Background: an optimization exercise with open tools, aiming at small area, a short achievable clock period and few clock cycles per item. Do not read the settings as production practice.
At most, simulation tests tie the RTL to the original design; equivalence was not proved.
No functional check of the RTL was part of runs 3 to 8.
Power is estimated from default activity; no workload was simulated.

===== flow/run.sh =====
#!/bin/bash
# The standard layout (the standard.sh, unchanged synthesis) with four
# changes to how ORFS builds it:
#   - port buffers use buf_1 instead of the default clkdlybuf4s50_1
#   - clock tree synthesis without dummy loads, with clkbuf_4/clkbuf_8
#     and clusters of up to 30 sinks
#   - setup repair only resizes and swaps pins (no new buffers or clones)
set -euo pipefail
export SETUP_SLACK_MARGIN=5.5
export SETUP_MOVE_SEQUENCE="unbuffer,sizeup,swap"
export BUFFER_PORTS_ARGS="-buffer_cell sky130_fd_sc_hd__buf_1"
export CTS_ARGS="-sink_clustering_enable -repair_clock_nets -dont_use_dummy_load -buf_list {sky130_fd_sc_hd__clkbuf_4 sky130_fd_sc_hd__clkbuf_8} -sink_clustering_size 30"
bash standard.sh > standard.log 2>&1

===== standard.sh =====
#!/bin/bash
# synth_recipe.tcl (not shown) runs the flow's synth.tcl, then flattens the netlist and writes it again
# the make line also repeats each setting of config.mk as NAME=value (left out here)
make -C /OpenROAD-flow-scripts/flow DESIGN_CONFIG=/design/flow/config.mk WORK_HOME=/design/flow/orfs CLKGATE_MAP_FILE= SYNTH_SCRIPT=/design/flow/synth_recipe.tcl "${@:-finish}"

===== config.mk =====
export PLATFORM = sky130hd
export DESIGN_NAME = erf_crc0
export DESIGN_NICKNAME = erf_crc0
export VERILOG_FILES = /design/flow/design.v
export SDC_FILE = /design/flow/constraint.sdc
export NUM_CORES = 4
export LEC_CHECK = 0
export CAP_MARGIN = 20
export CORE_MARGIN = 2
export CORE_UTILIZATION = 65
export PLACE_DENSITY = 0.8
export SLEW_MARGIN = 20
export SYNTH_MEMORY_MAX_BITS = 8192

===== constraint.sdc =====
create_clock -name core_clock -period 8.0 [get_ports {clk}]
set_input_delay 1.6000 -clock core_clock [delete_from_list [all_inputs] [get_ports {clk}]]
set_output_delay 1.6000 -clock core_clock [all_outputs]
set_load 0.01 [all_outputs]

===== design.v =====
module erf_crc0 (
    input  wire        clk,
    input  wire        rst,
    input  wire        in_valid,
    output reg         in_ready,
    input  wire [1:0]  in_op,
    input  wire [15:0] in_data,
    output reg         out_valid,
    input  wire        out_ready,
    output reg  [15:0] out_crc
);
    localparam [1:0] OP_BUILD  = 2'd0;
    localparam [1:0] OP_SEED   = 2'd1;
    localparam [1:0] OP_BYTE   = 2'd2;
    localparam [1:0] OP_FINISH = 2'd3;
    function [7:1] quot_inv;
        input [15:9] p;
        reg   [7:0]  a, f, g, r;
        integer      i, j;
        begin
            a = {p[9], p[10], p[11], p[12], p[13], p[14], p[15], 1'b1};   
            f = {1'b0, p[13], 1'b0, p[14], 1'b0, p[15], 1'b0, 1'b1};     
            g = {3'b000, p[15], 4'b0001};                                
            r = 8'h00;
            for (i = 0; i < 8; i = i + 1)
                for (j = 0; j <= i; j = j + 1)
                    r[i] = r[i] ^ (a[j] & f[i-j]);
            a = r;
            r = 8'h00;
            for (i = 0; i < 8; i = i + 1)
                for (j = 0; j <= i; j = j + 1)
                    r[i] = r[i] ^ (a[j] & g[i-j]);
            quot_inv = r[7:1];
        end
    endfunction
    function [15:0] table_of;
        input [15:0] poly;
        input [7:0]  h;
        input [7:0]  x;
        reg   [7:0]  q;      
        reg   [15:0] r;
        integer      i, m;
        begin
            for (i = 0; i < 8; i = i + 1) begin
                q[7-i] = 1'b0;
                for (m = 0; m <= i; m = m + 1)
                    q[7-i] = q[7-i] ^ (h[i-m] & x[7-m]);
            end
            r = 16'h0000;
            for (i = 0; i < 8; i = i + 1)
                r = r ^ ({16{q[7-i]}} & (poly << (7 - i)));
            table_of = r;
        end
    endfunction
    reg [15:0] poly;
    reg [7:1]  hq;
    reg [15:0] seed;
    reg [7:0]  s_x;
    reg [7:0]  crc_lo;
    reg [7:0]  s_b;
    reg        run_z;
    wire [7:0]  run_hi  = run_z ? 8'h00 : (s_x ^ s_b);
    wire [15:0] crc_run = {run_hi, crc_lo};
    reg        s_byte;      
    reg        s_restart;   
    reg        s_fin;       
    wire accept   = in_valid && in_ready;
    wire fin_exec = s_fin && !out_valid;
    wire restart  = fin_exec || s_restart;
    wire [15:0] tx = table_of(poly, {hq, 1'b1} & {8{s_byte}}, s_x);
    reg [15:0] run_base;
    always @(*) begin
        if (s_byte)
            run_base = {crc_run[7:0], 8'h00};
        else if (restart)
            run_base = seed;
        else
            run_base = crc_run;
    end
    wire s_fin_d     = (accept && in_op == OP_FINISH) || (s_fin && out_valid);
    wire out_valid_d = fin_exec || (out_valid && !out_ready);
    always @(posedge clk) begin
        if (accept && in_op == OP_BUILD)
            poly <= in_data;
        hq <= quot_inv(poly[15:9]);
        s_x <= (run_base[15:8] ^ in_data[7:0]) ^ tx[15:8];
        s_b <= in_data[7:0];
        if (fin_exec)
            out_crc <= crc_run;
    end
    always @(posedge clk) begin
        if (rst) begin
            seed      <= 16'h0000;
            crc_lo    <= 8'h00;
            run_z     <= 1'b1;
            s_byte    <= 1'b0;
            s_restart <= 1'b0;
            s_fin     <= 1'b0;
            out_valid <= 1'b0;
            in_ready  <= 1'b1;
        end else begin
            if (accept && in_op == OP_SEED)
                seed <= in_data;
            crc_lo    <= run_base[7:0] ^ tx[7:0];
            if (s_byte || restart)
                run_z <= 1'b0;
            s_byte    <= accept && in_op == OP_BYTE;
            s_restart <= accept && !in_op[1];
            s_fin     <= s_fin_d;
            out_valid <= out_valid_d;
            in_ready  <= !(s_fin_d && out_valid_d);
        end
    end
endmodule

==> impl_metrics.csv, run 1 <==
group,metric,value,unit
global_routing,grt_pass1_wl,17900,um
critical_path,worstPathCellList,"clkbuf_2",
detailed_routing,wl,11000,um
min_path,holdPathStages,2,
critical_path,critical_path.max_stage_delay,380,ps
clock_network,cts.sinks,85,
clock_network,cts-root-buf,"clkbuf_8",
critical_path,critPathLaunchType,"flop",
clock_network,htreeDepth,3,
critical_path,crit_cells,1,
die,start_util,67.4,%
synth,netlist-cell-type-count,36,
min_path,min-delay-path-class,"reg -> reg",
synth,ys_ff_latch,85,
sta,tightest_slew,638,ps
detailed_routing,viasPerCell,5.62,
layout,drive_above_1_share,9.17,%
global_routing,grt.total_usage,28.2,%
die,die-area,0.00823,mm^2
die,die_y,90.7,um
critical_path,crit_path_end_kind,"output pin",
global_routing,grt_max_degree,45,
synth,syn_inst,541,
global_routing,use_met1,37.5,%
synth,synth_nets,569,
sta,slew_viol_final,0,
critical_path,crit_fanout,1,
clock_network,clk_pin_slew_worst_paths,100,ps
place,port_buffers,39,
critical_path,arrival,890,ps
clock_network,cts_tree,"yes",
status,status,"complete, no violations",
sta,skew,35.9,ps
flow_run,max-cap-violations,0,
sta,setup_tns,0,ps
place,dp_hpwl,7810,um
detailed_routing,post_drt_wl_per_cell,16.8,um
layout,fin_nets,586,
sta,rsz0062_at_grt,"yes",
power,powerDensity,268,mW/mm^2
synth,synth.area.top_cells,"dfxtp_1 22%, edfxtp_1 20%, xnor2_1 17%",
clock_network,post_cts_buffers,0,
place,gp_congestion,0.927,
critical_path,cp_slowest_cell,"edfxtp_1",
synth,synth_warnings,1,
critical_path,r2r_end,"crc_lo[6]$_SDFF_PP0_",
sta,clock.fmax,402,MHz
global_routing,grtUsageMet2,46.0,%
synth,synth_top_cell_by_area,"dfxtp_1",
clock_network,tritoncts.num_buffers,9,
synth,syn_area_per_cell,9.04,um^2
critical_path,critPathTopFamily,"flip-flops",
global_routing,grt.overflow.total,0,
synth,synth_top_cell_area_share,21.7,%
sta,period_share,31.1,%
die,coreArea,0.00725,mm^2
critical_path,worstRegToRegCells,8,
critical_path,rrSetupSlack,5510,ps
detailed_routing,drt_pass1_iterations,5,
clock_network,holdBufCountCts,0,
detailed_routing,drcViolationCount,0,
detailed_routing,ant_nets,0,
synth,seq_area_frac_synth,41.4,%
sta,finalCriticalPeriod,2490,ps
min_path,holdPathEnd,"seed[6]$_SDFFE_PP0P_",
detailed_routing,vias,3684,
clock_network,cts.path.max_buffers,2,
critical_path,path_buf_inv,1,
layout,final_cell_mix,"146 x nand2_1, 96 x xnor2_1, 47 x dfxtp_1",
global_routing,grt-busiest-layer,"met2",
layout,final_common_cell,"nand2_1",
global_routing,grt_pass1_vias,3531,
die,io_pins,40,
power,p_leak,0.00191,uW
layout,syn2layout_area_growth,6.60,%
critical_path,worstSetupPathType,"reg -> out",
sta,setup_viol,0,
global_routing,antenna_found_initial,0,
critical_path,cp_data_required_time,6400,ps
clock_network,clock_latency,370,ps
critical_path,reg2reg_from,"s_byte$_SDFF_PP0_",
sta,whs,455,ps
min_path,min_from,"seed[6]$_SDFFE_PP0P_",
power,vdd_drop_max,0.000204,V
sta,relSlewSlack,57.4,%
synth,synth_area,0.00489,mm^2
detailed_routing,drtIter0Drc,288,
global_routing,met3_usage,5.51,%
die,die_w,90.7,um
layout,diodes,0,
die,row_count,31,
sta,hold_viol_final,0,
layout,n_fill_cell,577,
cells by family (layout without fill, tap and decap cells):
group	after synthesis	after routing	synth area share (%)
compound gates	40	40	4.48
xor+xnor	137	137	27.2
fa+ha+maj	6	6	1.54
buf+inv	45	60	4.33
flops	85	85	41.4
mux	17	17	3.56
simple gates	211	211	17.5
layout make-up:
cell class	instances	area [um^2]	share of cell area, %
clock buffers	9	124	2.38
inverters	8	30.0	0.576
multi-input cells	411	2700	51.9
flip-flops and latches	85	2030	39.0
well taps	99	124	2.38
repair buffers	43	196	3.77
sequential cells by signal, summed over array words and instances, names as in the netlist, 7 cells and up:
register and flops:
seed 16, poly 16, out_crc 16, hq 7, s_x 8, crc_lo 8, s_b 8
where the power goes:
| group | switching [uW] | internal, uW |
|---|---|---|
| sequential | 73.4 | 502 |
| clock | 133 | 101 |
| combinational | 310 | 275 |
worst max-delay path by stage:
stage	from	slack, ps	to
after global routing	s_byte$_SDFF_PP0_	5410	crc_lo[6]$_SDFF_PP0_
after CTS	out_valid$_SDFF_PP0_	5500	out_valid
final	out_crc[2]$_DFFE_PP_	5510	out_crc[2]
after global placement	in_valid	5160	poly[13]$_DFFE_PP_
after detailed placement	in_valid	5150	seed[4]$_SDFFE_PP0P_
after floorplan	in_valid	5450	poly[0]$_DFFE_PP_
per-stage QoR:
step           cells  util [%]  power (uW)  worst slack, ps  area (um^2)
2_1_floorplan    541         -        1020             5450         4910
3_3_place_gp     646      69.3        1130             5160         5020
3_5_place_dp     646      69.3        1140             5150         5020
4_1_cts          655      71.3        1390             5500         5170
5_1_grt          655      71.8        1460             5410         5210
6_report         655      71.8        1390             5510         5210
per-layer routing:
layer	vias up	routed length, um	share of wire, %
li1	1756	-	-
met1	1740	4670	42
met2	175	5450	49
met3	13	736	6.7
met4	0	166	1.5
met5	-	0	0
what timing repair did:
| item | CTS | global route |
|---|---|---|
| gates resized for setup | 10 | 21 |
| endpoints found under the setup margin | 15 | 55 |
| pin swaps | 0 | 3 |
synthesized netlist by cell type (all sizes together):
master    n
a21boi    1
a21oi    30
a31o      1
a31oi     3
a32oi     1
and2      6
buf      13
clkbuf   24
dfxtp    53
edfxtp   32
ha        6
inv       8
mux2      3
mux2i    14
nand2   149
nand3    12
nand4     1
nor2     36
nor2b     2
nor3      3
nor4b     1
o21ai     3
o21ba     1
or2       1
xnor2    96
xnor3     9
xor2     32
Testbench counts, summed over its fixed seeds: cycles 20,140, bytes 18,751.
==> inputs of run 2 (changes only) <==
--- a/config.mk
+++ b/config.mk
@@ -8,6 +8,6 @@
 export CAP_MARGIN = 20
 export CORE_MARGIN = 2
-export CORE_UTILIZATION = 65
-export PLACE_DENSITY = 0.8
+export CORE_UTILIZATION = 50
+export PLACE_DENSITY = 0.65
 export SLEW_MARGIN = 20
 export SYNTH_MEMORY_MAX_BITS = 8192
==> run 2 against run 1 <==
Against the previous run: first-iteration DRC count fell by 13%; critical endpoint is now out_crc[1]; clock-buffer cell count did not move; clock skew fell by 4.3 ps.
==> impl_metrics.csv, run 2 <==
group,metric,value,unit
status,status,"complete, no violations",
sta,setup_viol,0,
global_routing,grt.total_usage,23.2,%
sta,finalCriticalPeriod,2480,ps
clock_network,holdBufCountCts,0,
global_routing,grt.overflow.total,0,
synth,synth_ff_type,"dfxtp_1",
sta,hold_viol_final,0,
power,p_leak,0.00192,uW
place,port_buffers,39,
detailed_routing,drtIter0Drc,250,
clock_network,clk_pin_slew_worst_paths,90,ps
clock_network,htreeDepth,3,
critical_path,cp_slowest_cell,"edfxtp_1",
layout,n_fill_cell,913,
global_routing,grt_max_degree,45,
clock_network,cts.path.max_buffers,2,
place,gp_congestion,0.835,
die,die_w,103,um
critical_path,crit_cells,1,
layout,final_cell_mix,"146 x nand2_1, 95 x xnor2_1, 48 x dfxtp_1",
detailed_routing,drcViolationCount,0,
layout,drive_above_1_share,9.89,%
clock_network,post_cts_buffers,0,
synth,seq_area_frac_synth,41.4,%
place,dp_hpwl,8110,um
place,postPlaceCellArea,0.00507,mm^2
sta,period_share,31.0,%
sta,skew,31.6,ps
sta,tightest_slew,578,ps
layout,fin_nets,586,
synth,synth.area.top_cells,"dfxtp_1 22%, edfxtp_1 20%, xnor2_1 17%",
sta,setup_tns,0,ps
layout,largestRegisters,"out_crc: 16 flops, poly: 16 flops, seed: 16 flops",
global_routing,antenna_found_initial,0,
detailed_routing,viasPerCell,5.11,
clock_network,cts-root-buf,"clkbuf_8",
die,die-area,0.0106,mm^2
synth,syn_area_per_cell,9.04,um^2
critical_path,critPathTopFamily,"flip-flops",
synth,syn_inst,541,
global_routing,grt_pass1_vias,3368,
synth,ys_ff_latch,85,
critical_path,critical_path.max_stage_delay,380,ps
synth,synth_warnings,1,
die,coreArea,0.00964,mm^2
die,die_y,103,um
synth,synth_area,0.00489,mm^2
synth,synth_top_cell_by_area,"dfxtp_1",
detailed_routing,post_drt_wl_per_cell,16.6,um
die,start_util,50.7,%
critical_path,crit_path_end_kind,"output pin",
sta,rsz0062_at_grt,"yes",
synth,synth.most_common_cell,"nand2_1",
layout,diodes,0,
critical_path,cp_data_required_time,6400,ps
synth,synth_top_cell_area_share,21.7,%
critical_path,critPathLaunchType,"flop",
sta,slew_viol_final,0,
critical_path,worstPathCellList,"clkbuf_2",
die,row_count,36,
critical_path,worstRegToRegCells,9,
clock_network,tritoncts.num_buffers,9,
global_routing,grt_pass1_wl,18200,um
power,vdd_drop_max,0.000168,V
synth,synth_nets,569,
min_path,min-delay-path-class,"reg -> reg",
critical_path,worstSetupPathType,"reg -> out",
clock_network,cts_tree,"yes",
layout,final_common_cell,"nand2_1",
min_path,holdPathStages,2,
detailed_routing,drt_pass1_iterations,7,
die,io_pins,40,
synth,synth_async_sr_flop_share,0,%
clock_network,cts.sinks,85,
detailed_routing,ant_nets,0,
clock_network,clock_latency,370,ps
layout,syn2layout_area_growth,8.24,%
layout,postLayoutCellArea,0.00529,mm^2
detailed_routing,wl,11400,um
critical_path,crit_fanout,1,
power,powerDensity,266,mW/mm^2
synth,netlist-cell-type-count,36,
sta,clock.fmax,403,MHz
detailed_routing,vias,3522,
sta,relSlewSlack,61.4,%
critical_path,arrival,880,ps
synth,synth_edf_count,32,
critical_path,path_buf_inv,1,
synth,yosys-top-cells-count,"147 x nand2_1, 96 x xnor2_1, 53 x dfxtp_1, 35 x nor2_1, 32 x edfxtp_1",
flow_run,max-cap-violations,0,
[run 2: final timing paths]
path	slack [ps]	from	endpoint
min reg2reg	460	seed[14]$_SDFFE_PP0P_	seed[14]$_SDFFE_PP0P_
max	5520	out_crc[1]$_DFFE_PP_	out_crc[1]
min	460	seed[14]$_SDFFE_PP0P_	seed[14]$_SDFFE_PP0P_
max reg2reg	5650	s_x[3]$_DFF_P_	crc_lo[7]$_SDFF_PP0_
[run 2: routing by layer]
| layer | track usage, % | routed length [um] | up-vias | share of wire, % |
|---|---|---|---|---|
| li1 | - | - | 1746 | - |
| met1 | 32.1 | 5180 | 1625 | 45 |
| met2 | 36.6 | 5410 | 130 | 47 |
| met3 | 4.34 | 645 | 21 | 5.6 |
| met4 | 8.30 | 203 | 0 | 1.8 |
| met5 | 0 | 0 | - | 0 |
[run 2: cell type report]
cell class | count | area, um^2 | share of cell area, %
Sequential cell | 85 | 2040 | 38.5
Inverter | 8 | 30.0 | 0.568
Tap cell | 133 | 166 | 3.14
Multi-Input combinational cell | 411 | 2720 | 51.4
Clock buffer | 9 | 124 | 2.34
Timing Repair Buffer | 43 | 211 | 4.00
[run 2: where the power goes]
group	leakage [uW]	total (uW)	switching, uW	internal [uW]
Clock	0.0000647	237	136	101
Sequential	0.000736	575	74.1	501
Combinational	0.00112	597	318	278
[run 2: kinds of logic after synthesis]
logic type | share of synthesized area (%)
simple gates | 17.5
fa+ha+maj | 1.54
mux | 3.56
xor+xnor | 27.2
compound gates | 4.48
buf+inv | 4.33
flops | 41.4
[run 2: timing repair]
action | 4_1_cts | 5_1_grt
resized for setup | 14 | 26
setup endpoints to repair | 28 | 30
cloned | 0 | 0
pin swaps | 1 | 2
[run 2: metrics by stage]
stage	std cells	hold slack [ps]	worst slack [ps]	power, uW	utilization, %
2_1_floorplan	541	425	5450	1020	-
4_1_cts	689	460	5480	1390	54.2
3_5_place_dp	680	449	5110	1150	52.6
3_3_place_gp	680	443	5130	1150	52.6
5_1_grt	689	488	5450	1490	54.9
6_report	689	457	5520	1410	54.9
==> inputs of run 3 (changes only) <==
--- a/design.v
+++ b/design.v
@@ -58,7 +58,6 @@
     reg [7:0]  s_x;
     reg [7:0]  crc_lo;
-    reg [7:0]  s_b;
     reg        run_z;
-    wire [7:0]  run_hi  = run_z ? 8'h00 : (s_x ^ s_b);
+    wire [7:0]  run_hi  = run_z ? 8'h00 : s_x;
     wire [15:0] crc_run = {run_hi, crc_lo};
     reg        s_byte;      
@@ -84,6 +83,5 @@
             poly <= in_data;
         hq <= quot_inv(poly[15:9]);
-        s_x <= (run_base[15:8] ^ in_data[7:0]) ^ tx[15:8];
-        s_b <= in_data[7:0];
+        s_x <= (run_base[15:8] ^ (in_data[7:0] & {8{accept && in_op == OP_BYTE}})) ^ tx[15:8];
         if (fin_exec)
             out_crc <= crc_run;
==> flow/run.sh (replaced) <==
#!/bin/bash
# The standard layout (the standard.sh, unchanged synthesis) with three
# changes to how ORFS builds it:
#   - port buffers use buf_1 instead of the default clkdlybuf4s50_1
#   - clock tree synthesis without dummy loads, with clkbuf_4/clkbuf_8
#     and clusters of up to 30 sinks
set -euo pipefail
export SETUP_SLACK_MARGIN=5.5
export BUFFER_PORTS_ARGS="-buffer_cell sky130_fd_sc_hd__buf_1"
export CTS_ARGS="-sink_clustering_enable -repair_clock_nets -dont_use_dummy_load -buf_list {sky130_fd_sc_hd__clkbuf_4 sky130_fd_sc_hd__clkbuf_8} -sink_clustering_size 30"
bash standard.sh > standard.log 2>&1
--- a/config.mk
+++ b/config.mk
@@ -8,6 +8,6 @@
 export CAP_MARGIN = 20
 export CORE_MARGIN = 2
-export CORE_UTILIZATION = 50
-export PLACE_DENSITY = 0.65
+export CORE_UTILIZATION = 40
+export PLACE_DENSITY = 0.6
 export SLEW_MARGIN = 20
 export SYNTH_MEMORY_MAX_BITS = 8192
==> run 3 against run 2 <==
Against the previous run: combinational power rose by about 20%; worst hold slack better by 8.4 ps; clock-buffer cell count did not move; power increased by 4.1%; clock power fell by 5%; non-clock buffer count grew 11.
==> impl_metrics.csv, run 3 <==
group,metric,value,unit
flow_run,max-cap-violations,0,
global_routing,grt.overflow.total,0,
synth,synth.most_common_cell,"nand2_1",
critical_path,arrival,3040,ps
global_routing,antenna_found_initial,0,
synth,yosys-top-cells-count,"135 x nand2_1, 69 x xnor2_1, 45 x dfxtp_1, 32 x edfxtp_1, 24 x clkbuf_1",
sta,tightest_slew,453,ps
die,row_count,40,
layout,fin_nets,585,
synth,seq_area_frac_synth,38.6,%
power,p_leak,0.00211,uW
synth,synth_edf_count,32,
layout,drive_above_1_share,14.2,%
synth,synth_async_sr_flop_share,0,%
die,io_pins,40,
critical_path,critPathLaunchType,"input port",
synth,ys_ff_latch,77,
layout,syn2layout_area_growth,13.5,%
sta,setup_viol,0,
clock_network,clock_latency,360,ps
sta,clock.fmax,355,MHz
global_routing,grt_pass1_wl,19800,um
detailed_routing,drtIter0Drc,299,
clock_network,htreeDepth,3,
clock_network,cts.path.max_buffers,2,
detailed_routing,post_drt_wl_per_cell,17.7,um
critical_path,crit_fanout,5,
layout,largestRegisters,"out_crc: 16 flops, poly: 16 flops, seed: 16 flops",
synth,synth_area,0.00482,mm^2
power,powerDensity,268,mW/mm^2
die,start_util,40.6,%
clock_network,tritoncts.num_buffers,9,
power,vdd_drop_max,0.000140,V
critical_path,cp_data_required_time,8230,ps
detailed_routing,viasPerCell,5.39,
clock_network,clk_pin_slew_worst_paths,70,ps
die,die_w,114,um
synth,syn_area_per_cell,9.18,um^2
detailed_routing,drt_pass1_iterations,5,
critical_path,crit_path_end_kind,"flop",
detailed_routing,wl,12400,um
synth,synth.area.top_cells,"edfxtp_1 20%, dfxtp_1 19%, xnor2_1 13%",
detailed_routing,drcViolationCount,0,
place,postPlaceCellArea,0.00506,mm^2
sta,hold_viol_final,0,
place,port_buffers,39,
detailed_routing,vias,3785,
critical_path,worstSetupPathType,"in -> reg",
clock_network,cts_tree,"yes",
layout,diodes,0,
synth,netlist-cell-type-count,46,
clock_network,holdBufCountCts,0,
sta,period_share,35.2,%
synth,syn_inst,525,
place,gp_congestion,0.860,
sta,finalCriticalPeriod,2820,ps
global_routing,grt_pass1_vias,3587,
synth,synth_nets,553,
die,coreArea,0.0119,mm^2
clock_network,cts-root-buf,"clkbuf_8",
sta,rsz0062_at_grt,"yes",
global_routing,grt_max_degree,68,
detailed_routing,ant_nets,0,
layout,final_cell_mix,"128 x nand2_1, 59 x xnor2_1, 37 x dfxtp_1",
clock_network,cts.sinks,77,
synth,synth_top_cell_area_share,19.9,%
die,die-area,0.0129,mm^2
min_path,min-delay-path-class,"reg -> reg",
synth,synth_ff_type,"dfxtp_1",
die,die_y,114,um
status,status,"complete, no violations",
layout,final_common_cell,"nand2_1",
sta,relSlewSlack,69.5,%
synth,synth_top_cell_by_area,"edfxtp_1",
layout,postLayoutCellArea,0.00547,mm^2
synth,synth_warnings,1,
sta,slew_viol_final,0,
sta,setup_tns,0,ps
global_routing,grt.total_usage,20.0,%
place,dp_hpwl,8750,um
sta,skew,23.4,ps
==> run 3: changes by cell type after synthesis, sizes merged, moves of 11 or more <==
| cell | previous run | this run |
|---|---|---|
| xor2 | 32 | 21 |
| nand2 | 149 | 136 |
| xnor2 | 96 | 71 |
| a21oi | 30 | 19 |
| nor2 | 36 | 20 |
| nand3 | 12 | 23 |
==> run 3: where the power goes <==
group	switching [uW]	internal, uW
Sequential	69.9	457
Clock	126	100
Combinational	386	328
==> run 3: what timing repair did <==
item	4_1_cts	5_1_grt
pin swaps	16	21
gates resized for setup	25	26
gates cloned	1	1
endpoints found under the hold margin	0	0
setup endpoints to repair	17	48
setup buffers	2	7
==> run 3: final timing paths <==
path | from | end | slack [ps] | depth (start not counted)
worst min-delay path | seed[0]$_SDFFE_PP0P_ | seed[0]$_SDFFE_PP0P_ | 470 | 2
worst max-delay path | in_op[0] | s_x[0]$_DFF_P_ | 5180 | 8
worst max register to register | s_x[2]$_DFF_P_ | crc_lo[6]$_SDFF_PP0_ | 5550 | 7
worst min register to register | seed[0]$_SDFFE_PP0P_ | seed[0]$_SDFFE_PP0P_ | 470 | 2
==> run 3: area by class of cell <==
cell class,count,area [um^2]
fill,1120,6390
multi-input combinational,406,2950
sequential,77,1880
timing repair buffer,54,299
tap,147,184
clock buffer,9,124
inverter,9,37.5
==> run 3: critical path, stage by stage <==
cell and delay, ps:
buf_8 100, and4b_4 380, nand2_2 80, xnor2_2 150
xnor2_2 140, xnor2_1 190, xnor2_1 150, xnor3_1 250
==> run 3: kinds of logic after synthesis <==
logic type / synth area share (%)
mux: 3.35
xor+xnor: 25.0
simple gates: 18.5
buf+inv: 3.71
flops: 38.6
compound gates: 9.24
fa+ha+maj: 1.56
==> run 3: layer usage <==
layer | track usage, % | share of wire, % | vias to the layer above | wire length (um)
met5 | 0 | 0 | - | 0
met4 | 5.85 | 1.5 | 0 | 188
met3 | 3.56 | 5.4 | 15 | 670
met2 | 31.8 | 47 | 121 | 5900
met1 | 28.1 | 46 | 1833 | 5690
li1 | - | - | 1816 | -
==> run 3: through the flow <==
step	hold slack, ps	util, %	cells	setup slack, ps	total power [uW]
floorplan	425	-	525	5040	955
global placement	452	42.7	682	4650	1090
detailed placement	456	42.7	682	4580	1110
CTS	466	44.6	694	5210	1370
global route	491	46.1	702	5150	1550
finish	465	46.1	702	5180	1470
==> inputs of run 4 (changes only) <==
--- a/flow/run.sh
+++ b/flow/run.sh
@@ -6,5 +6,5 @@
 #     and clusters of up to 30 sinks
 set -euo pipefail
-export SETUP_SLACK_MARGIN=5.5
+export SETUP_SLACK_MARGIN=5.4
 export BUFFER_PORTS_ARGS="-buffer_cell sky130_fd_sc_hd__buf_1"
 export CTS_ARGS="-sink_clustering_enable -repair_clock_nets -dont_use_dummy_load -buf_list {sky130_fd_sc_hd__clkbuf_4 sky130_fd_sc_hd__clkbuf_8} -sink_clustering_size 30"
==> run 4 against run 3 <==
Against the previous run: still clean; highest routed layer unchanged; largest cell class unchanged; first-iteration DRC count decreased by 24%; critical endpoint is now s_x[1]$_DFF_P_; register-to-register slack got worse by 60 ps; combinational power about the same.
==> impl_metrics.csv, run 4 <==
group,metric,value,unit
critical_path,crit_fanout,5,
die,die_y,114,um
layout,largestRegisters,"out_crc: 16 flops, poly: 16 flops, seed: 16 flops",
global_routing,grt_pass1_wl,19500,um
global_routing,grt.overflow.total,0,
global_routing,antenna_found_initial,0,
global_routing,grt.total_usage,19.9,%
clock_network,htreeDepth,3,
detailed_routing,vias,3774,
clock_network,cts.path.max_buffers,2,
sta,clock.fmax,354,MHz
synth,synth_top_cell_by_area,"edfxtp_1",
clock_network,clk_pin_slew_worst_paths,80,ps
synth,synth_area,0.00482,mm^2
sta,setup_viol,0,
power,powerDensity,272,mW/mm^2
synth,syn_inst,525,
synth,synth_ff_type,"dfxtp_1",
sta,setup_tns,0,ps
critical_path,worstPathCellList,"buf_8 -> and4b_4 -> nand2_2 -> xnor2_2 -> xnor2_1 -> xnor2_1 -> xnor2_1 -> xnor3_1",
die,die-area,0.0129,mm^2
die,die_w,114,um
synth,synth_xor_area_share,25.0,%
clock_network,cts-root-buf,"clkbuf_8",
clock_network,clock_latency,350,ps
layout,syn2layout_area_growth,11.6,%
synth,synth_edf_count,32,
global_routing,grt_max_degree,68,
synth,synthSimpleGateAreaFrac,18.5,%
synth,yosys-top-cells-count,"135 x nand2_1, 69 x xnor2_1, 45 x dfxtp_1, 32 x edfxtp_1, 24 x clkbuf_1",
synth,synth_top_family_by_area,"XOR/XNOR gates",
place,gp_congestion,0.862,
critical_path,arrival,3050,ps
place,dp_hpwl,8690,um
clock_network,cts_tree,"yes",
flow_run,max-cap-violations,0,
detailed_routing,post_drt_wl_per_cell,17.6,um
sta,worst_slack,5170,ps
synth,synth.most_common_cell,"nand2_1",
place,port_buffers,39,
detailed_routing,ant_nets,0,
min_path,min-delay-path-class,"reg -> reg",
die,coreArea,0.0119,mm^2
global_routing,grt_pass1_vias,3677,
sta,period_share,35.3,%
sta,relSlewSlack,59.9,%
detailed_routing,drtIter0Drc,226,
detailed_routing,wl,12300,um
sta,slew_viol_final,0,
critical_path,critPathLaunchType,"input port",
detailed_routing,viasPerCell,5.41,
critical_path,cp_data_required_time,8230,ps
synth,ys_ff_latch,77,
synth,synth_top_cell_area_share,19.9,%
layout,drive_above_1_share,10.5,%
sta,rsz0062_at_grt,"yes",
detailed_routing,drcViolationCount,0,
synth,netlist-cell-type-count,46,
critical_path,crit_path_end_kind,"flop",
clock_network,cts.sinks,77,
synth,muxShareOfSynthArea,3.35,%
critical_path,cp_slowest_cell,"and4b_4",
synth,synth_compound_area_share,9.24,%
die,io_pins,40,
synth,synthAdderAreaFrac,1.56,%
status,status,"complete, no violations",
place,place_ws,4580,ps
power,vdd_drop_max,0.000127,V
synth,seq_area_frac_synth,38.6,%
sta,hold_viol_final,0,
die,start_util,40.6,%
synth,syn_area_per_cell,9.18,um^2
power,p_leak,0.00206,uW
sta,finalCriticalPeriod,2830,ps
synth,synth_warnings,1,
detailed_routing,drt_pass1_iterations,5,
synth,synth.area.top_cells,"edfxtp_1 20%, dfxtp_1 19%, xnor2_1 13%",
layout,final_common_cell,"nand2_1",
critical_path,critical_path.max_stage_delay,400,ps
critical_path,worst_path_most_repeated_cell,"xnor2_1",
layout,fin_nets,580,
synth,synth_async_sr_flop_share,0,%
layout,diodes,0,
sta,tightest_slew,601,ps
clock_network,holdBufCountCts,0,
critical_path,worstSetupPathType,"in -> reg",
synth,synth_nets,553,
clock_network,tritoncts.num_buffers,9,
layout,final_cell_mix,"129 x nand2_1, 62 x xnor2_1, 41 x dfxtp_1",
sta,skew,22.9,ps
die,row_count,40,
run 4: critical path, delay by kind of cell:
kind          cells  cell delay (ps)
xor+xnor          5              860
buf+inv           1              100
simple gates      2              490
run 4: path summary, 6_finish.rpt:
| kind | slack [ps] | cells past startpoint | end | start |
|---|---|---|---|---|
| setup / recovery | 5170 | 8 | s_x[1]$_DFF_P_ | in_op[0] |
| hold reg to reg | 460 | 2 | seed[10]$_SDFFE_PP0P_ | seed[10]$_SDFFE_PP0P_ |
| setup reg to reg | 5490 | 7 | s_x[6]$_DFF_P_ | hq[1]$_DFF_P_ |
| hold / removal | 460 | 2 | seed[10]$_SDFFE_PP0P_ | seed[10]$_SDFFE_PP0P_ |
run 4: layer usage:
| layer | wire length, um | vias up | share of wire, % | GRT usage [%] |
|---|---|---|---|---|
| met5 | 0 | - | 0 | 0 |
| met4 | 301 | 0 | 2.4 | 7.32 |
| met3 | 747 | 28 | 6.1 | 4.09 |
| met2 | 5690 | 126 | 46 | 31.5 |
| met1 | 5560 | 1815 | 45 | 27.1 |
| li1 | - | 1805 | - | - |
run 4: stage by stage:
step	total power, uW	hold WS, ps	cells	instance area, um^2	util, %
global route	1540	493	697	5380	45.3
detailed placement	1110	452	682	5060	42.7
finish	1460	461	697	5380	45.3
CTS	1370	463	694	5290	44.6
global placement	1100	450	682	5060	42.7
floorplan	955	425	525	4840	-
run 4: final cells by class:
| cell class | instances | area [um^2] |
|---|---|---|
| Clock buffer | 9 | 124 |
| Fill cell | 1142 | 6480 |
| Inverter | 9 | 35.0 |
| Multi-Input combinational cell | 405 | 2900 |
| Sequential cell | 77 | 1870 |
| Tap cell | 147 | 184 |
| Timing Repair Buffer | 50 | 265 |
run 4: timing repair:
action | CTS | global route
cloned | 1 | 0
endpoints found under the setup margin | 14 | 11
setup buffers | 2 | 3
gates resized for setup | 22 | 14
pin swaps | 15 | 23
run 4: power breakdown:
part	switching [uW]	leakage [uW]	internal [uW]	total, uW
clock network	127	0.0000647	101	228
registers	68.6	0.000667	455	524
logic	377	0.00132	335	712
run 4: cell families after synthesis:
group / count (synthesis)
adders and majority gates: 6
xor gates and xnor gates: 109
DFF: 77
AOI/OAI and AO/OA: 66
and+or+nand+nor: 207
muxes: 16
buffers and inverters: 44
==> inputs of run 5 (changes only) <==
--- a/design.v
+++ b/design.v
@@ -79,9 +79,15 @@
     wire s_fin_d     = (accept && in_op == OP_FINISH) || (s_fin && out_valid);
     wire out_valid_d = fin_exec || (out_valid && !out_ready);
+    wire [7:0] s_x_d;
+    erf_crc0_xor8 u_x (
+        .a(tx[15:8]),
+        .b(run_base[15:8] ^ (in_data[7:0] & {8{accept && in_op == OP_BYTE}})),
+        .y(s_x_d)
+    );
     always @(posedge clk) begin
         if (accept && in_op == OP_BUILD)
             poly <= in_data;
         hq <= quot_inv(poly[15:9]);
-        s_x <= (run_base[15:8] ^ (in_data[7:0] & {8{accept && in_op == OP_BYTE}})) ^ tx[15:8];
+        s_x <= s_x_d;
         if (fin_exec)
             out_crc <= crc_run;
@@ -111,2 +117,9 @@
     end
 endmodule
+module erf_crc0_xor8 (
+    input  wire [7:0] a,
+    input  wire [7:0] b,
+    output wire [7:0] y
+);
+    assign y = a ^ b;
+endmodule
--- a/config.mk
+++ b/config.mk
@@ -11,3 +11,4 @@
 export PLACE_DENSITY = 0.6
 export SLEW_MARGIN = 20
+export SYNTH_HIERARCHICAL = 1
 export SYNTH_MEMORY_MAX_BITS = 8192
==> run 5 against run 4 <==
Against the previous run: still clean on timing, DRC and antenna; global-route usage fell by 1.5 points; register-to-register slack lost 40 ps; synthesized cell count grew 1.1%; worst hold slack worse by 4.4 ps; critical endpoint is now crc_lo[7]$_SDFF_PP0_; largest cell class unchanged; highest routed layer unchanged.
==> impl_metrics.csv, run 5 <==
group,metric,value,unit
die,io_pins,40,
detailed_routing,drt_pass1_iterations,4,
detailed_routing,drcViolationCount,0,
clock_network,cts.sinks,77,
power,combPwrFrac,69.7,%
clock_network,htreeDepth,3,
synth,synth_async_sr_flop_share,0,%
detailed_routing,wl,11900,um
layout,drive_above_1_share,14.6,%
critical_path,critPathLaunchType,"flop",
sta,skew,18.8,ps
global_routing,grt-busiest-layer,"met2",
critical_path,worstRegToRegCells,9,
layout,syn2layout_area_growth,13.6,%
layout,multiInputGateArea,0.00290,mm^2
place,port_buffers,39,
critical_path,arrival,2770,ps
power,vdd_drop_max,0.000185,V
die,die_w,114,um
sta,clock.fmax,392,MHz
synth,synth_top_cell_area_share,19.9,%
power,switchingPower,946,uW
detailed_routing,post_drt_wl_per_cell,16.5,um
critical_path,crit_path_end_kind,"flop",
sta,relSlewSlack,53.2,%
sta,tightest_slew,700,ps
global_routing,grt.overflow.total,0,
clock_network,cts.path.max_buffers,2,
power,p_leak,0.00212,uW
power,total_power,2430,uW
power,clockPowerShare,9.3,%
detailed_routing,drtIter0Drc,254,
critical_path,crit_fanout,9,
synth,synth_warnings,7,
global_routing,grt_pass1_wl,18300,um
synth,synth_edf_count,32,
layout,final_common_cell,"nand2_1",
synth,netlist-cell-type-count,42,
sta,rsz0062_at_grt,"yes",
sta,setup_viol,0,
synth,syn_area_per_cell,9.09,um^2
clock_network,cts-root-buf,"clkbuf_8",
synth,synth_nets,559,
synth,yosys-top-cells-count,"177 x nand2_1, 69 x xnor2_1, 45 x dfxtp_1, 35 x xor2_1, 32 x edfxtp_1",
sta,hold_viol_final,0,
synth,synth.area.top_cells,"edfxtp_1 20%, dfxtp_1 19%, nand2_1 14%",
die,start_util,40.5,%
power,p_sw_share,39.0,%
min_path,holdPathStages,2,
global_routing,grt.total_usage,18.4,%
power,pwr-share-seq,20.9,%
synth,syn_inst,531,
clock_network,cts_tree,"yes",
critical_path,worstSetupPathType,"reg -> reg",
global_routing,grt_max_degree,50,
power,powerDensity,443,mW/mm^2
sta,finalCriticalPeriod,2550,ps
layout,final_cell_mix,"177 x nand2_1, 61 x xnor2_1, 39 x buf_1",
layout,fin_nets,600,
status,status,"complete, no violations",
global_routing,met3_usage,4.46,%
power,p_int,1480,uW
synth,synth_ff_type,"dfxtp_1",
die,coreArea,0.0119,mm^2
global_routing,grt_pass1_vias,3490,
clock_network,clk_pin_slew_worst_paths,70,ps
synth,ys_ff_latch,77,
place,dp_hpwl,8140,um
clock_network,holdBufCountCts,0,
die,row_count,40,
die,die_y,114,um
synth,seq_area_frac_synth,38.6,%
detailed_routing,vias,3648,
sta,slew_viol_final,0,
detailed_routing,ant_nets,0,
global_routing,grtUsageMet2,29.5,%
layout,n_fill_cell,1166,
layout,seq_area,0.00189,mm^2
clock_network,clock_latency,350,ps
flow_run,max-cap-violations,0,
layout,largestRegisters,"out_crc: 16 flops, poly: 16 flops, seed: 16 flops",
synth,synth.most_common_cell,"nand2_1",
sta,period_share,31.9,%
min_path,min-delay-path-class,"reg -> reg",
detailed_routing,viasPerCell,5.09,
global_routing,use_met1,24.8,%
clock_network,tritoncts.num_buffers,9,
layout,diodes,0,
critical_path,cp_data_required_time,8220,ps
sta,setup_tns,0,ps
global_routing,antenna_found_initial,0,
die,die-area,0.0130,mm^2
synth,synth_top_cell_by_area,"edfxtp_1",
synth,synth_area,0.00482,mm^2
place,gp_congestion,0.852,
## run 5: cell types whose count changed in the layout (fill, tap and decap cells not counted), moves of 6 or more
cell / previous run / this run
xor2_1: 21 / 34
nand3_1: 23 / 6
buf_4: 10 / 23
nand2_1: 129 / 177
dfxtp_1: 41 / 35
## run 5: repair_timing
item	CTS	global route
pin swaps	5	13
resized for setup	8	25
endpoints found under the hold margin	0	0
buffers inserted	11	11
gates cloned	0	2
endpoints found under the setup margin	12	42
## run 5: worst max-delay path: stages, from the launching register on
cell and delay (ps):
dfxtp_2 420, nand2_1 110, xnor2_2 280, xnor3_4 540, nand2_1 110, xnor3_1 220
xnor3_1 410, a21oi_2 170, xnor2_1 120, nor2_1 60
## run 5: per-stage QoR
step                      cell area, um^2  hold WS [ps]  instances  setup WS, ps  utilization (%)
after detailed placement             4990           449        684          4900             41.9
final                                5480           456        717          5450             46.0
after global placement               4990           443        684          4950             41.9
after CTS                            5240           459        704          5410             44.0
after floorplan                      4830           430        531          5410                -
after global routing                 5480           476        717          5340             46.0
## run 5: power groups by stage
stage	Combinational [uW]	Clock [uW]	Sequential, uW
floorplan	1200	0	477
global placement	1320	0	510
detailed placement	1330	0	511
CTS	1500	230	504
global route	1800	243	511
finish	1690	227	507
## run 5: cell families after synthesis
kind of cell	after synthesis	share of synthesized area [%]
AND/OR/NAND/NOR	224	19.1
XOR/XNOR	125	28.0
flip-flops	77	38.6
AO/OA/AOI/OAI	43	5.32
buffers and inverters	43	4.72
multiplexers	13	2.72
adder cells (fa/ha/maj)	6	1.56
## run 5: final timing paths
path / startpoint / slack [ps] / endpoint
min reg2reg: seed[1]$_SDFFE_PP0P_ / 460 / seed[1]$_SDFFE_PP0P_
max: hq[1]$_DFF_P_ / 5450 / crc_lo[7]$_SDFF_PP0_
max reg2reg: hq[1]$_DFF_P_ / 5450 / crc_lo[7]$_SDFF_PP0_
min: seed[1]$_SDFFE_PP0P_ / 460 / seed[1]$_SDFFE_PP0P_
## run 5: layout make-up
type                       count  share of cell area, %
timing repair buffer          64                   6.55
tap                          147                   3.35
sequential                    77                   34.4
multi-input combinational    413                   52.9
clock buffer                   9                   2.26
inverter                       7                  0.479
## run 5: metal layers
metal,vias up,routed length [um]
li1,1767,-
met1,1755,5290
met2,120,5570
met3,6,914
met4,0,87
met5,-,0
## run 5: per-module statistics from Yosys (local to each module, per instance)
| module | flops+latches | cell area [um^2] |
|---|---|---|
| erf_crc0_xor8 | 0 | 70.1 |
| erf_crc0 | 77 | 4750 |
==> inputs of run 6 (changes only) <==
--- a/flow/run.sh
+++ b/flow/run.sh
@@ -6,5 +6,5 @@
 #     and clusters of up to 30 sinks
 set -euo pipefail
-export SETUP_SLACK_MARGIN=5.4
+export SETUP_SLACK_MARGIN=5.5
 export BUFFER_PORTS_ARGS="-buffer_cell sky130_fd_sc_hd__buf_1"
 export CTS_ARGS="-sink_clustering_enable -repair_clock_nets -dont_use_dummy_load -buf_list {sky130_fd_sc_hd__clkbuf_4 sky130_fd_sc_hd__clkbuf_8} -sink_clustering_size 30"
==> run 6 against run 5 <==
Against the previous run: critical endpoint is now out_valid; maximum frequency grew 3.4%; still clean on timing, DRC and antenna; wire length grew 0.82%; first-iteration DRC count grew 22%; clock power is essentially flat.
==> impl_metrics.csv, run 6 <==
group,metric,value,unit
detailed_routing,drtIter0Drc,309,
die,die-area,0.0130,mm^2
synth,seq_area_frac_synth,38.6,%
sta,finalCriticalPeriod,2470,ps
critical_path,crit_fanout,4,
sta,slew_viol_final,0,
die,start_util,40.5,%
layout,final_cells,724,
layout,fin_nets,607,
clock_network,clk_pin_slew_worst_paths,80,ps
sta,hold_viol_final,0,
global_routing,grt_max_degree,50,
place,gp_congestion,0.844,
critical_path,worstPathCellList,"buf_2",
sta,rsz0062_at_grt,"yes",
critical_path,critPathLaunchType,"flop",
critical_path,arrival,870,ps
clock_network,clock_latency,360,ps
layout,syn2layout_area_growth,16.2,%
synth,synth.area.top_cells,"edfxtp_1 20%, dfxtp_1 19%, nand2_1 14%",
detailed_routing,wl,12000,um
synth,synth_ff_type,"dfxtp_1",
detailed_routing,post_drt_wl_per_cell,16.5,um
global_routing,antenna_found_initial,0,
detailed_routing,vias,3740,
synth,synth_async_sr_flop_share,0,%
status,status,"complete, no violations",
synth,syn_area_per_cell,9.09,um^2
critical_path,worstSetupPathType,"reg -> out",
layout,final_common_cell,"nand2_1",
sta,relSlewSlack,63.3,%
global_routing,grt_pass1_vias,3536,
clock_network,tritoncts.num_buffers,9,
power,combPwrFrac,70.4,%
synth,synth_warnings,7,
global_routing,grt_pass1_wl,18800,um
detailed_routing,ant_nets,0,
synth,synth_edf_count,32,
synth,netlist-cell-type-count,42,
die,die_w,114,um
detailed_routing,viasPerCell,5.17,
power,powerDensity,442,mW/mm^2
place,port_buffers,39,
layout,fin_util,47.1,%
layout,diodes,0,
layout,postLayoutCellArea,0.00561,mm^2
critical_path,cp_slowest_cell,"dfxtp_2",
global_routing,grt.overflow.total,0,
power,switchingPower,957,uW
sta,skew,23.7,ps
synth,syn_inst,531,
synth,synth_nets,559,
place,dp_hpwl,8310,um
global_routing,grt.total_usage,18.8,%
power,p_int,1520,uW
layout,drive_above_1_share,19.6,%
power,vdd_drop_max,0.000214,V
synth,ys_ff_latch,77,
power,p_sw_share,38.6,%
die,die_y,114,um
clock_network,htreeDepth,3,
power,clockPowerShare,9.1,%
critical_path,critPathTopFamily,"flip-flops",
place,postPlaceCellArea,0.00501,mm^2
min_path,min-delay-path-class,"reg -> reg",
detailed_routing,drcViolationCount,0,
flow_run,max-cap-violations,0,
clock_network,cts.path.max_buffers,2,
die,io_pins,40,
die,coreArea,0.0119,mm^2
die,row_count,40,
sta,period_share,30.8,%
synth,synth_top_cell_by_area,"edfxtp_1",
power,pwr-share-seq,20.5,%
synth,yosys-top-cells-count,"177 x nand2_1, 69 x xnor2_1, 45 x dfxtp_1, 35 x xor2_1, 32 x edfxtp_1",
sta,setup_tns,0,ps
clock_network,cts_tree,"yes",
critical_path,cp_data_required_time,6400,ps
layout,final_cell_mix,"171 x nand2_1, 56 x xnor2_1, 34 x xor2_1",
power,p_leak,0.00220,uW
synth,synth_top_cell_area_share,19.9,%
sta,tightest_slew,549,ps
clock_network,cts-root-buf,"clkbuf_8",
power,total_power,2480,uW
synth,synth_area,0.00482,mm^2
layout,largestRegisters,"out_crc: 16 flops, poly: 16 flops, seed: 16 flops",
sta,clock.fmax,405,MHz
critical_path,crit_path_end_kind,"output pin",
clock_network,cts.sinks,77,
clock_network,holdBufCountCts,0,
synth,synth.most_common_cell,"nand2_1",
detailed_routing,drt_pass1_iterations,5,
critical_path,path_buf_inv,1,
sta,setup_viol,0,
critical_path,critical_path.max_stage_delay,370,ps
layout,n_fill_cell,1170,
place,dp_cells,685,
[run 6: modules after synthesis (local to each module, per instance)]
module	flops+latches	cells inside	cell area (um^2)
erf_crc0	77	523	4750
erf_crc0_xor8	0	8	70.1
[run 6: cells by family after synthesis]
| logic type | synth area share, % |
|---|---|
| buffers and inverters | 4.72 |
| xor gates and xnor gates | 28.0 |
| muxes | 2.72 |
| AOI/OAI and AO/OA | 5.32 |
| DFF | 38.6 |
| and+or+nand+nor | 19.1 |
| adders and majority gates | 1.56 |
[run 6: layout make-up]
type / instances / area, um^2 / share of cell area [%]
clock buffer: 9 / 124 / 2.21
timing repair buffer: 73 / 438 / 7.81
tap: 147 / 184 / 3.28
sequential: 77 / 1900 / 33.8
multi-input combinational: 411 / 2940 / 52.4
inverter: 7 / 26.3 / 0.469
[run 6: what timing repair did]
item                       4_1_cts  5_1_grt
setup endpoints to repair       30       40
resized for setup               18       45
hold endpoints to repair         0        0
pin swaps                        6       18
buffers inserted                18       12
gates cloned                     0        0
[run 6: per-stage QoR]
stage                     hold slack [ps]  setup slack, ps
after CTS                             461             5510
after floorplan                       430             5470
after global routing                  484             5450
final                                 459             5530
after global placement                440             5070
after detailed placement              451             5020
[run 6: path summary, 6_finish.rpt]
path                             start                   end  slack [ps]  cells after the start
setup / recovery  out_valid$_SDFF_PP0_             out_valid        5530                      1
hold / removal    seed[3]$_SDFFE_PP0P_  seed[3]$_SDFFE_PP0P_         460                      2
setup reg to reg        s_x[6]$_DFF_P_        s_x[7]$_DFF_P_        5550                     11
hold reg to reg   seed[3]$_SDFFE_PP0P_  seed[3]$_SDFFE_PP0P_         460                      2
[run 6: worst register-to-register path, stage by stage (launching register included)]
cell     delay, ps
dfxtp_4        400
nand2_2        100
xor2_4         210
xnor2_4        230
buf_4          150
nand2_1         80
xnor2_2        170
xnor2_1        180
xnor3_1        420
nand2_1         90
xor2_1         180
xor2_1         180
[run 6: power by group through the flow]
| stage | Combinational (uW) | Clock [uW] | Sequential (uW) |
|---|---|---|---|
| finish | 1740 | 225 | 508 |
| global route | 1860 | 250 | 512 |
| CTS | 1590 | 233 | 503 |
| detailed placement | 1340 | 0 | 510 |
| global placement | 1310 | 0 | 510 |
| floorplan | 1200 | 0 | 477 |
[run 6: routing by layer]
metal  track usage (%)  share of wire, %
met5                 0                 0
met2              30.1                48
met4              6.10               1.7
met1              25.3                44
met3              4.41               6.3
==> inputs of run 7 (changes only) <==
--- a/config.mk
+++ b/config.mk
@@ -8,6 +8,6 @@
 export CAP_MARGIN = 20
 export CORE_MARGIN = 2
-export CORE_UTILIZATION = 40
-export PLACE_DENSITY = 0.6
+export CORE_UTILIZATION = 55
+export PLACE_DENSITY = 0.7
 export SLEW_MARGIN = 20
 export SYNTH_HIERARCHICAL = 1
==> run 7 against run 6 <==
Against the previous run: register-to-register slack worse by 60 ps; power down 2.6%; sequential share of layout area grew 0.78 points; via count grew 0.67%; wire length fell by 4.0%; worst hold slack better by 0.87 ps; synthesized cell count unchanged; area after synthesis stayed put; highest routed layer unchanged.
==> impl_metrics.csv, run 7 <==
group,metric,value,unit
detailed_routing,wl,11500,um
synth,synth.area.top_cells,"edfxtp_1 20%, dfxtp_1 19%, nand2_1 14%",
layout,fin_nets,605,
layout,postLayoutCellArea,0.00548,mm^2
place,dp_hpwl,7660,um
layout,syn2layout_area_growth,13.5,%
min_path,min-delay-path-class,"reg -> reg",
sta,setup_viol,0,
layout,n_fill_cell,752,
critical_path,crit_path_end_kind,"flop",
clock_network,tritoncts.num_buffers,9,
sta,period_share,31.4,%
synth,synth_warnings,7,
critical_path,critPathLaunchType,"flop",
layout,final_common_cell,"nand2_1",
synth,synth.most_common_cell,"nand2_1",
critical_path,cp_data_required_time,8230,ps
critical_path,reg2reg_from,"s_x[4]$_DFF_P_",
global_routing,antenna_found_initial,0,
critical_path,worstSetupPathType,"reg -> reg",
sta,clock.fmax,398,MHz
global_routing,grt_pass1_wl,18100,um
die,start_util,56.1,%
sta,setup_tns,0,ps
detailed_routing,viasPerCell,5.51,
sta,finalCriticalPeriod,2510,ps
global_routing,grt_pass1_vias,3549,
detailed_routing,drtIter0Drc,279,
layout,largestRegisters,"out_crc: 16 flops, poly: 16 flops, seed: 16 flops",
synth,synth_nets,559,
place,gp_congestion,0.866,
clock_network,clock_latency,370,ps
synth,synth_top_cell_by_area,"edfxtp_1",
critical_path,cp_slowest_cell,"xnor3_2",
global_routing,grt.overflow.total,0,
place,place_ws,5000,ps
die,row_count,34,
power,powerDensity,440,mW/mm^2
critical_path,arrival,2740,ps
power,p_leak,0.00215,uW
synth,yosys-top-cells-count,"177 x nand2_1, 69 x xnor2_1, 45 x dfxtp_1, 35 x xor2_1, 32 x edfxtp_1",
critical_path,path_buf_inv,2,
global_routing,grt_max_degree,50,
global_routing,grt.total_usage,24.5,%
place,port_buffers,39,
detailed_routing,vias,3765,
critical_path,crit_fanout,6,
layout,drive_above_1_share,17.7,%
sta,slew_viol_final,0,
sta,rsz0062_at_grt,"yes",
sta,relSlewSlack,38.4,%
clock_network,cts.sinks,77,
synth,synth_async_sr_flop_share,0,%
clock_network,holdBufCountCts,0,
clock_network,cts.path.max_buffers,2,
synth,seq_area_frac_synth,38.6,%
synth,ys_ff_latch,77,
place,postPlaceCellArea,0.00495,mm^2
global_routing,grtUsageMet2,40.6,%
global_routing,use_met1,33.0,%
global_routing,met3_usage,3.17,%
detailed_routing,drt_pass1_iterations,4,
detailed_routing,ant_nets,0,
die,die_y,97.7,um
die,die-area,0.00954,mm^2
clock_network,htreeDepth,3,
flow_run,max-cap-violations,0,
critical_path,worst_path_most_repeated_cell,"xnor2_1",
layout,final_cell_mix,"175 x nand2_1, 60 x xnor2_1, 34 x dfxtp_1",
die,coreArea,0.00859,mm^2
synth,syn_area_per_cell,9.09,um^2
critical_path,critical_path.max_stage_delay,510,ps
sta,tightest_slew,919,ps
critical_path,critPathTopFamily,"XOR/XNOR gates",
synth,synth_area,0.00482,mm^2
clock_network,cts-root-buf,"clkbuf_8",
synth,synth_edf_count,32,
die,die_w,97.7,um
critical_path,worstPathCellList,"nand2_1 -> xnor2_1 -> xnor3_2 -> buf_4 -> buf_4 -> nand2_2 -> xnor2_2 -> xnor2_1 -> xnor2_1 -> nand2_1 -> xnor2_1 -> xor2_1",
detailed_routing,post_drt_wl_per_cell,16.8,um
detailed_routing,drcViolationCount,0,
power,vdd_drop_max,0.000234,V
synth,syn_inst,531,
sta,worst_slack,5490,ps
clock_network,clk_pin_slew_worst_paths,70,ps
synth,synth_top_cell_area_share,19.9,%
global_routing,grt-busiest-layer,"met2",
critical_path,startpoint,"s_x[4]$_DFF_P_",
layout,diodes,0,
synth,netlist-cell-type-count,42,
synth,synth_ff_type,"dfxtp_1",
sta,hold_viol_final,0,
sta,skew,30.3,ps
clock_network,cts_tree,"yes",
min_path,min_from,"seed[6]$_SDFFE_PP0P_",
die,io_pins,40,
status,status,"complete, no violations",
-- run 7: cell counts after synthesis --
Identical to the previous run, type by type.
-- run 7: cells by family (layout without fill, tap and decap cells) --
kind of cell / count (synthesis) / count (layout) / share of synthesized area [%]
AO/OA/AOI/OAI: 43 / 43 / 5.32
buffers and inverters: 43 / 87 / 4.72
adder cells (fa/ha/maj): 6 / 6 / 1.56
AND/OR/NAND/NOR: 224 / 224 / 19.1
XOR/XNOR: 125 / 125 / 28.0
multiplexers: 13 / 13 / 2.72
flip-flops: 77 / 77 / 38.6
-- run 7: worst paths after layout --
check,cells past startpoint,slack [ps],end
setup / recovery,12,5490,s_x[6]$_DFF_P_
hold / removal,2,460,seed[6]$_SDFFE_PP0P_
setup reg to reg,12,5490,s_x[6]$_DFF_P_
hold reg to reg,2,460,seed[6]$_SDFFE_PP0P_
-- run 7: worst min-delay path, stage by stage, from the launching register on --
cell and delay, ps:
dfxtp_1 310, nand2_1 50, a21oi_1 50
-- run 7: final cells by class --
| cell class | count | area [um^2] | area share (%) |
|---|---|---|---|
| Inverter | 7 | 26.3 | 0.480 |
| Clock buffer | 9 | 124 | 2.26 |
| Sequential cell | 77 | 1900 | 34.6 |
| Multi-Input combinational cell | 411 | 2890 | 52.8 |
| Timing Repair Buffer | 71 | 407 | 7.43 |
| Tap cell | 108 | 135 | 2.47 |
-- run 7: power by group --
part	total [uW]	internal, uW	switching, uW
combinational	1680	922	757
sequential	508	452	55.9
clock	225	100	124
-- run 7: modules after synthesis, one instance, submodules excluded --
module,area (um^2),flops+latches,copies in the design,cells
erf_crc0,4750,77,1,523
erf_crc0_xor8,70.1,0,1,8
-- run 7: routing by layer --
layer / vias up / share of wire, %
met5: - / 0
met4: 0 / 2.2
met3: 23 / 6.7
met2: 152 / 48
met1: 1818 / 43
li1: 1772 / -
-- run 7: what timing repair did --
| item | in CTS | in global routing |
|---|---|---|
| buffers inserted | 18 | 11 |
| endpoints found under the setup margin | 18 | 31 |
| pin swaps | 7 | 11 |
| gates resized for setup | 17 | 29 |
-- run 7: through the flow --
stage | hold slack (ps) | utilization, % | std cells | total power [uW]
2_1_floorplan | 430 | - | 531 | 1680
3_3_place_gp | 442 | 57.6 | 645 | 1810
3_5_place_dp | 448 | 57.6 | 645 | 1830
4_1_cts | 457 | 61.3 | 672 | 2290
5_1_grt | 479 | 63.7 | 683 | 2560
6_report | 460 | 63.7 | 683 | 2410
==> inputs of run 8 (changes only) <==
==> flow/run.sh (replaced) <==
#!/bin/bash
# The standard layout (the standard.sh, unchanged synthesis) with four
# changes to how ORFS builds it:
#   - port buffers use buf_1 instead of the default clkdlybuf4s50_1
#   - clock tree synthesis without dummy loads, with clkbuf_4/clkbuf_8
#     and clusters of up to 30 sinks
#   - setup repair only resizes and swaps pins (no new buffers or clones)
set -euo pipefail
export SETUP_SLACK_MARGIN=5.5
export SETUP_MOVE_SEQUENCE="unbuffer,sizeup,swap"
export BUFFER_PORTS_ARGS="-buffer_cell sky130_fd_sc_hd__buf_1"
export CTS_ARGS="-sink_clustering_enable -repair_clock_nets -dont_use_dummy_load -buf_list {sky130_fd_sc_hd__clkbuf_4 sky130_fd_sc_hd__clkbuf_8} -sink_clustering_size 30"
bash standard.sh > standard.log 2>&1
==> run 8 against run 7 <==
Against the previous run: highest routed layer unchanged; maximum frequency shrank 3.2%; worst hold slack worse by 1.3 ps; synthesized cell count stayed put; clock-buffer cell count unchanged; wire length decreased by 3.9%; combinational power shrank 15%; area after synthesis unchanged.
==> impl_metrics.csv, run 8 <==
group,metric,value,unit
critical_path,path_buf_inv,0,
clock_network,cts.path.max_buffers,2,
status,status,"complete, no violations",
sta,hold_viol_final,0,
die,die_w,97.7,um
synth,ys_ff_latch,77,
flow_run,max-cap-violations,0,
detailed_routing,route.met3.wl,604,um
power,powerDensity,407,mW/mm^2
min_path,min_from,"seed[2]$_SDFFE_PP0P_",
synth,synth_top_cell_by_area,"edfxtp_1",
synth,synth.most_common_cell,"nand2_1",
critical_path,critical_path.max_stage_delay,660,ps
synth,synth_top_cell_area_share,19.9,%
place,dp_hpwl,7660,um
min_path,min-delay-path-class,"reg -> reg",
synth,synth_ff_type,"dfxtp_1",
place,place_ws,5000,ps
detailed_routing,drcViolationCount,0,
synth,synth.area.top_cells,"edfxtp_1 20%, dfxtp_1 19%, nand2_1 14%",
sta,period_share,32.4,%
layout,largestRegisters,"out_crc: 16 flops, poly: 16 flops, seed: 16 flops",
detailed_routing,viasPerCell,5.44,
sta,skew,30.0,ps
power,vdd_drop_max,0.000229,V
detailed_routing,drtIter0Drc,225,
global_routing,grt_pass1_wl,17800,um
layout,drive_above_1_share,16.1,%
power,p_leak,0.00204,uW
layout,final_cell_mix,"164 x nand2_1, 59 x xnor2_1, 33 x xor2_1",
critical_path,arrival,2830,ps
synth,synth_async_sr_flop_share,0,%
layout,fin_nets,576,
clock_network,clock_latency,370,ps
synth,netlist-cell-type-count,42,
synth,synth_area,0.00482,mm^2
detailed_routing,vias,3561,
clock_network,cts.sinks,77,
place,gp_congestion,0.866,
detailed_routing,top_layer_used,"met4",
sta,tightest_slew,915,ps
detailed_routing,wl,11000,um
sta,setup_viol,0,
critical_path,crit_fanout,15,
sta,clock.fmax,385,MHz
layout,final_common_cell,"nand2_1",
critical_path,cp_data_required_time,8240,ps
global_routing,antenna_found_initial,0,
critical_path,cp_slowest_cell,"xnor3_4",
die,die_y,97.7,um
clock_network,clk_pin_slew_worst_paths,80,ps
detailed_routing,post_drt_wl_per_cell,16.9,um
critical_path,crit_path_end_kind,"flop",
sta,finalCriticalPeriod,2600,ps
clock_network,cts-root-buf,"clkbuf_8",
die,row_count,34,
critical_path,critPathLaunchType,"flop",
power,total_power,2160,uW
synth,seq_area_frac_synth,38.6,%
die,coreArea,0.00859,mm^2
global_routing,grt.overflow.total,0,
layout,fin_util,61.7,%
sta,rsz0062_at_grt,"yes",
place,port_buffers,39,
detailed_routing,wl_met1,4850,um
global_routing,grt.total_usage,24.0,%
synth,synth_warnings,7,
sta,setup_tns,0,ps
clock_network,holdBufCountCts,0,
detailed_routing,ant_nets,0,
layout,n_fill_cell,781,
critical_path,worstSetupPathType,"reg -> reg",
synth,syn_area_per_cell,9.09,um^2
global_routing,grt_pass1_vias,3403,
clock_network,tritoncts.num_buffers,9,
critical_path,reg2reg_from,"hq[1]$_DFF_P_",
clock_network,cts_tree,"yes",
critical_path,worst_path_most_repeated_cell,"nand2_1",
synth,syn_inst,531,
detailed_routing,drt_pass1_iterations,4,
synth,synth_edf_count,32,
die,io_pins,40,
critical_path,worstPathCellList,"nand2_1 -> xnor2_2 -> xnor3_4 -> nand2_1 -> xnor3_1 -> xnor2_1 -> nand2_1 -> xnor2_2 -> xor2_1",
detailed_routing,wl_met2,5390,um
layout,diodes,0,
die,start_util,56.1,%
die,die-area,0.00954,mm^2
critical_path,critPathTopFamily,"XOR/XNOR gates",
sta,relSlewSlack,38.7,%
critical_path,startpoint,"hq[1]$_DFF_P_",
global_routing,grt_max_degree,50,
sta,slew_viol_final,0,
clock_network,htreeDepth,3,
sta,worst_slack,5400,ps
layout,syn2layout_area_growth,9.93,%
synth,synth_nets,559,
synth,yosys-top-cells-count,"177 x nand2_1, 69 x xnor2_1, 45 x dfxtp_1, 35 x xor2_1, 32 x edfxtp_1",
-- run 8: cell count changes in the layout (fill, tap and decap cells not counted), moves of 2 or more --
cell	delta
nand2_2	+9
nand2_1	-11
nand2_4	+2
buf_4	-28
dfxtp_2	+2
dfxtp_1	-2
-- run 8: area by class of cell --
cell class	count	area, um^2	area share, %
Timing Repair Buffer	42	184	3.47
Inverter	7	26.3	0.495
Clock buffer	9	124	2.34
Multi-Input combinational cell	411	2940	55.4
Tap cell	108	135	2.55
Sequential cell	77	1900	35.8
-- run 8: power by group --
group / internal (uW) / switching, uW / total (uW) / leakage [uW]
Clock: 100 / 124 / 225 / 0.0000647
Combinational: 729 / 691 / 1420 / 0.00131
Sequential: 453 / 63.2 / 516 / 0.000671
-- run 8: kinds of logic (layout without fill, tap and decap cells) --
group	after synthesis	in the layout	share of synthesized area, %
AOI/OAI and AO/OA	43	43	5.32
xor gates and xnor gates	125	125	28.0
adders and majority gates	6	6	1.56
buffers and inverters	43	58	4.72
DFF	77	77	38.6
muxes	13	13	2.72
and+or+nand+nor	224	224	19.1
-- run 8: worst paths after layout --
path | to | slack, ps | cells after the start
setup / recovery | s_x[2]$_DFF_P_ | 5400 | 9
hold / removal | seed[2]$_SDFFE_PP0P_ | 460 | 2
setup reg to reg | s_x[2]$_DFF_P_ | 5400 | 9
hold reg to reg | seed[2]$_SDFFE_PP0P_ | 460 | 2
-- run 8: per-module statistics from Yosys (local to each module, per instance) --
module / flops+latches / cells / cell area (um^2) / times used
erf_crc0: 77 / 523 / 4750 / 1
erf_crc0_xor8: 0 / 8 / 70.1 / 1
-- run 8: layer usage --
metal  GRT usage (%)  up-vias
li1                -     1713
met1            33.4     1716
met2            39.4      117
met3            2.81       15
met4            7.91        0
met5               0        -
-- run 8: worst min-delay path, cell delays in order (launching register included) --
cell     delay (ps)
dfxtp_1         310
nand2_1          50
a21oi_1          50
-- run 8: metrics by stage --
stage | instances | area [um^2] | hold WS [ps]
global placement | 645 | 4950 | 442
CTS | 654 | 5240 | 457
detailed placement | 645 | 4950 | 448
floorplan | 531 | 4850 | 430
global route | 654 | 5300 | 479
finish | 654 | 5300 | 458
-- run 8: repair_timing --
item | 4_1_cts | 5_1_grt
pin swaps | 16 | 17
resized for setup | 44 | 22
endpoints found under the setup margin | 18 | 29
setup buffers | 0 | 0

-- what the ideal ports hide --
The flow's constraints put no driver on any port. The routed layouts listed below were extracted and timed again, unchanged, in two steps. Step 1 sets driving cells, clkbuf_16 on the clock port and buf_2 on the other inputs (assumed; they add their load-dependent delay and slew). Step 2, shift: input delay + t, output delay - t, t = (earliest + latest rising clock arrival at the registers) / 2. This alone moves slack from input paths to output paths. Slacks: ideal ports / drivers / drivers and shift; pairs: ideal ports / drivers.
| run | shift t [ns] | slack for setup (ns) | latest minus earliest clock arrival (ns) | worst register clock-pin slew, ns | cell pins on the clock port's net |
|---|---|---|---|---|---|
| run 1 | 0.387 | 5.513 / 5.482 / 5.191 | 0.036 / 0.036 | 0.10 / 0.10 | 1 |
| run 2 | 0.388 | 5.521 / 5.486 / 5.171 | 0.031 / 0.032 | 0.10 / 0.10 | 1 |
| run 3 | 0.381 | 5.185 / 5.173 / 4.792 | 0.024 / 0.024 | 0.08 / 0.08 | 1 |
| run 4 | 0.379 | 5.175 / 5.172 / 4.793 | 0.024 / 0.024 | 0.08 / 0.08 | 1 |
| run 5 | 0.373 | 5.450 / 5.450 / 5.173 | 0.019 / 0.019 | 0.08 / 0.08 | 1 |
| run 6 | 0.377 | 5.534 / 5.501 / 5.172 | 0.024 / 0.024 | 0.08 / 0.08 | 1 |
| run 7 | 0.384 | 5.487 / 5.465 / 5.158 | 0.031 / 0.030 | 0.09 / 0.09 | 1 |
| run 8 | 0.385 | 5.404 / 5.404 / 5.163 | 0.030 / 0.030 | 0.09 / 0.09 | 1 |
After both steps setup and hold are still met in every run listed. The setup slack of run 3, which loses most, moves by -0.012 ns with the drivers and by -0.393 ns with both steps.
